Background: an optimization exercise with open tools, aiming at small area, a short achievable clock period and few clock cycles per item. Do not read the settings as production practice. RTL that was checked went through simulation tests only; none was proved equivalent to the original. Power and IR drop assume default switching activity.

v12:
Design checksum_engine, start of the top module:
module checksum_engine (
    input  wire        clk,
    input  wire        rst,         
    input  wire        cmd_valid,
    output wire        cmd_ready,
    input  wire [31:0] cmd_data,
    output reg         rsp_valid,
    output reg  [7:0]  rsp_data
);
For scale: roughly 5300 cells after synthesis, about 45 I/O pins, about 76000 um2 of cells after synthesis.
Settings: LEC_CHECK=0, CAP_MARGIN=20, CORE_MARGIN=2, CORE_UTILIZATION=40, CTS_CLUSTER_DIAMETER=70, CTS_CLUSTER_SIZE=25, SLEW_MARGIN=20; clock period 35.0 ns.
standard.sh (not shown) runs the stock make flow with config.mk's settings and CLKGATE_MAP_FILE= SYNTH_SCRIPT=/design/flow/synth_recipe.tcl, a recipe that flattens the netlist after the stock synthesis.
==> flow/flow/run.sh <==
#!/bin/bash
# Own flow: the standard layout (standard.sh), with the port buffers that
# global placement inserts made sky130_fd_sc_hd__buf_4 instead of the default
# pick (a slow delay buffer). Each ORFS step keeps its own log under
# orfs/logs/; the make output is kept in standard.log.
set -euo pipefail
export BUFFER_PORTS_ARGS="-buffer_cell sky130_fd_sc_hd__buf_4"
bash standard.sh > standard.log 2>&1
Having completed the whole flow, v12 delivered a layout that passed the timing, design-rule and antenna checks.
Testbench counts of v12, summed over its fixed seeds: cycles 597,645, commands 595,965.
Changes in v14 relative to v12:
-- flow/design.v --
<<< v12, line 48
            rdy <= 1'b1;
        end else begin
            if (pop) begin
                if (v1) begin
                    q0 <= q1;
                    v1 <= push;
                    rdy <= !push;
                    if (push) q1 <= in_e;
                end else begin
                    v0 <= push;
                    rdy <= 1'b1;
                    if (push) q0 <= in_e;
                end
            end else if (!v0) begin
                v0 <= push;
                rdy <= 1'b1;
                if (push) q0 <= in_e;
            end else if (!v1) begin
                v1 <= push;
                rdy <= !push;
                if (push) q1 <= in_e;
            end
        end
    end
    reg [15:0] crc;
>>> v14, line 48
            rdy <= 1'b1;
        end else begin
            v0  <= v0_n;
            v1  <= v1_n;
            rdy <= !(v0_n & v1_n);
        end
    end
    always @(posedge clk) begin
        if (pop || !v0)
            q0 <= v1 ? q1 : in_e;
        if (pop || !v1)
            q1 <= in_e;
    end
    reg [15:0] crc;
--- outcome ---
- In v14, the part of the power in the clock network came out 1.9 points below the value in v12.
- Via count of the routed design improves in v14 relative to v12.
- Between v14 and v12, the worst slack after detailed placement is lower for v12.
- When the final numbers for v14 and v12 were put side by side, the inverter count turned out to be greater in v12.
- Register-to-register slack: v14 vs v12 up 0.24 ns
- In terms of post-route fraction of the period consumed by the critical path, v12 and v14 differ only marginally.
- Per the comparison of v14 with v12, setup violation total in the final timing report shows no meaningful change, clock network area share down 0.33 points.
- Going from v12 to v14, final core area utilization went down; final wirelength went down; sum of internal, switching and leakage power went up; number of distinct library cell variants in the gate-level netlist after synthesis went up.
Testbench counts of v14, summed over its fixed seeds: cycles 597,645, commands 595,965.

Another version of the RTL of checksum_engine (not shown whole).
Size in the first run: roughly 2900 flip-flops, about 45 I/O pins, ~77000 um2 of cells after synthesis.
export LEC_CHECK = 0
export CAP_MARGIN = 20
export CORE_MARGIN = 2
export CORE_UTILIZATION = 40
export CTS_CLUSTER_DIAMETER = 70
export CTS_CLUSTER_SIZE = 20
export SLEW_MARGIN = 20
create_clock -name core_clock -period 35.0 [get_ports {clk}]
Scripts as last shown in full above: flow/flow/run.sh
Change:
--- a/flow/design.v
+++ b/flow/design.v
@@ -16,21 +16,26 @@
     localparam KEY_MAX = 16;
     localparam N       = 49;        
     localparam [5:0] STEP = 6'd27;  
     localparam [3:0] F_NONE     = 4'd0;
     localparam [3:0] F_ILLEGAL  = 4'd1;
     localparam [3:0] F_NOKEY    = 4'd2;
     localparam [3:0] F_KEYOVF   = 4'd3;
     localparam [3:0] F_GEOMETRY = 4'd4;
     localparam [3:0] F_MODRANGE = 4'd5;
     localparam [3:0] F_RASTER   = 4'd6;
-    reg [31:0] q0, q1;
+    wire [27:0] in_e = {cmd_data[31:24],
+                        cmd_data[23:17] == 7'h0,
+                        cmd_data[15:8] == 8'h0,
+                        cmd_data[7:1] == 7'h0,
+                        cmd_data[16:0]};
+    reg [27:0] q0, q1;
     reg        v0, v1;
     reg        rdy;
     reg        rdy_o;               
     assign cmd_ready = rdy_o;
     wire push = cmd_valid & rdy;
     reg  rst_d;
     wire rsti = rst_d;
     always @(posedge clk) rst_d <= rst;
     wire pop;
     wire v0_n = pop ? (v1 | push) : (v0 | push);
@@ -40,66 +45,70 @@
         if (rst) begin
             v0  <= 1'b0;
             v1  <= 1'b0;
             rdy <= 1'b1;
         end else begin
             if (pop) begin
                 if (v1) begin
                     q0 <= q1;
                     v1 <= push;
                     rdy <= !push;
-                    if (push) q1 <= cmd_data;
+                    if (push) q1 <= in_e;
                 end else begin
                     v0 <= push;
                     rdy <= 1'b1;
-                    if (push) q0 <= cmd_data;
+                    if (push) q0 <= in_e;
                 end
             end else if (!v0) begin
                 v0 <= push;
                 rdy <= 1'b1;
-                if (push) q0 <= cmd_data;
+                if (push) q0 <= in_e;
             end else if (!v1) begin
                 v1 <= push;
                 rdy <= !push;
-                if (push) q1 <= cmd_data;
+                if (push) q1 <= in_e;
             end
         end
     end
     reg [15:0] crc;
     reg [8*KEY_MAX-1:0] key;
     reg [4:0]  klen;
     reg [3:0]  ph;
     reg [7:0]  size;
     reg [15:0] scale;
     reg [15:0] border;
     reg        run;
     reg        done;                
     reg [14:0] rx, ry;
     reg [15:0] cx, cy;
     reg        xr, yr;
     reg [3:0]  flt;
-    wire [31:0] c   = q0;
-    wire [7:0]  op  = c[31:24];
-    wire [23:0] arg = c[23:0];
-    wire is_sys_stat  = (c == 32'h01000000);
-    wire is_ce_init   = (c == 32'h10000000);
-    wire is_ce_data   = (op == 8'h11) && (arg[23:8] == 16'h0);
-    wire is_ce_out    = (op == 8'h12) && (arg[23:1] == 23'h0);
-    wire is_xs_init   = (c == 32'h20000000);
-    wire is_xs_key    = (op == 8'h21) && (arg[23:8] == 16'h0);
-    wire is_xs_data   = (op == 8'h22) && (arg[23:8] == 16'h0);
-    wire is_br_size   = (op == 8'h30) && (arg[23:8] == 16'h0);
-    wire is_br_scale  = (op == 8'h31) && (arg[23:16] == 8'h0);
-    wire is_br_border = (op == 8'h32) && (arg[23:16] == 8'h0);
-    wire is_br_mod    = (op == 8'h33) && (arg[23:17] == 7'h0);
-    wire is_br_start  = (c == 32'h34000000);
-    wire is_br_pix    = (c == 32'h35000000);
+    wire [16:0] c   = q0[16:0];
+    wire [7:0]  op  = q0[27:20];
+    wire        z17 = q0[19];                  
+    wire        z16 = z17 && !c[16];           
+    wire        z8  = z16 && q0[18];           
+    wire        z1  = z8 && q0[17];            
+    wire        z0  = z1 && !c[0];             
+    wire is_sys_stat  = (op == 8'h01) && z0;
+    wire is_ce_init   = (op == 8'h10) && z0;
+    wire is_ce_data   = (op == 8'h11) && z8;
+    wire is_ce_out    = (op == 8'h12) && z1;
+    wire is_xs_init   = (op == 8'h20) && z0;
+    wire is_xs_key    = (op == 8'h21) && z8;
+    wire is_xs_data   = (op == 8'h22) && z8;
+    wire is_br_size   = (op == 8'h30) && z8;
+    wire is_br_scale  = (op == 8'h31) && z16;
+    wire is_br_border = (op == 8'h32) && z16;
+    wire is_br_mod    = (op == 8'h33) && z17;
+    wire is_br_start  = (op == 8'h34) && z0;
+    wire is_br_pix    = (op == 8'h35) && z0;
     wire legal = is_sys_stat | is_ce_init | is_ce_data | is_ce_out |
                  is_xs_init | is_xs_key | is_xs_data |
                  is_br_size | is_br_scale | is_br_border | is_br_mod |
                  is_br_start | is_br_pix;
     wire [7:0] b  = c[7:0];
     wire       v  = c[16];
     wire [7:0] my = c[15:8];
     wire [7:0] mx = c[7:0];
     wire [15:0] table_val;
     crc16_table u_table (
=> Sequential cell count came out lower by 8; final cell count came out higher by 0.38%; critical path depth does not change; combinational power came out lower by 59%; sequential power came out lower by about 3%; power came out lower by 5.8%; setup slack gets better by 0.024 ns.
Testbench counts after the change, summed over its fixed seeds: cycles 597,645, commands 595,965.
No functional check of the RTL was part of the first run of this note.

-- re-timing with driven ports --
No port has a modelled driver above. Below, the same layouts with a new extraction and two added sets of constraints.
Step 1 assumes that a clkbuf_16 drives the clock port and a buf_2 every other input.
Step 2 adds t to the input delays and takes it off the output delays; t is the mean of the earliest and latest rising clock arrival at the registers after step 1. Input paths then give back, and output paths get back, about the clock's delay inside the block.
Slacks: ideal ports / drivers / drivers and shift; pairs: ideal ports / drivers.
run | t (ns) | slack for setup (ns) | hold slack, ns | worst register clock-pin slew, ns | worst data-port slew with drivers (ns)
v12 | 0.879 | 26.735 / 26.654 / 26.487 | 0.298 / 0.298 / 0.298 | 0.10 / 0.10 | 0.05
v14 | 0.875 | 26.749 / 26.663 / 26.675 | 0.316 / 0.316 / 0.316 | 0.10 / 0.10 | 0.05
the first run of note 2 | 0.898 | 26.699 / 26.615 / 26.469 | 0.289 / 0.289 / 0.289 | 0.09 / 0.09 | 0.05
the second run of note 2 | 0.896 | 26.723 / 26.638 / 26.480 | 0.308 / 0.308 / 0.308 | 0.09 / 0.09 | 0.05
After both steps setup and hold are still met in every run listed. The setup slack of v12, which loses most, moves by -0.081 ns with the drivers and by -0.248 ns with both steps.
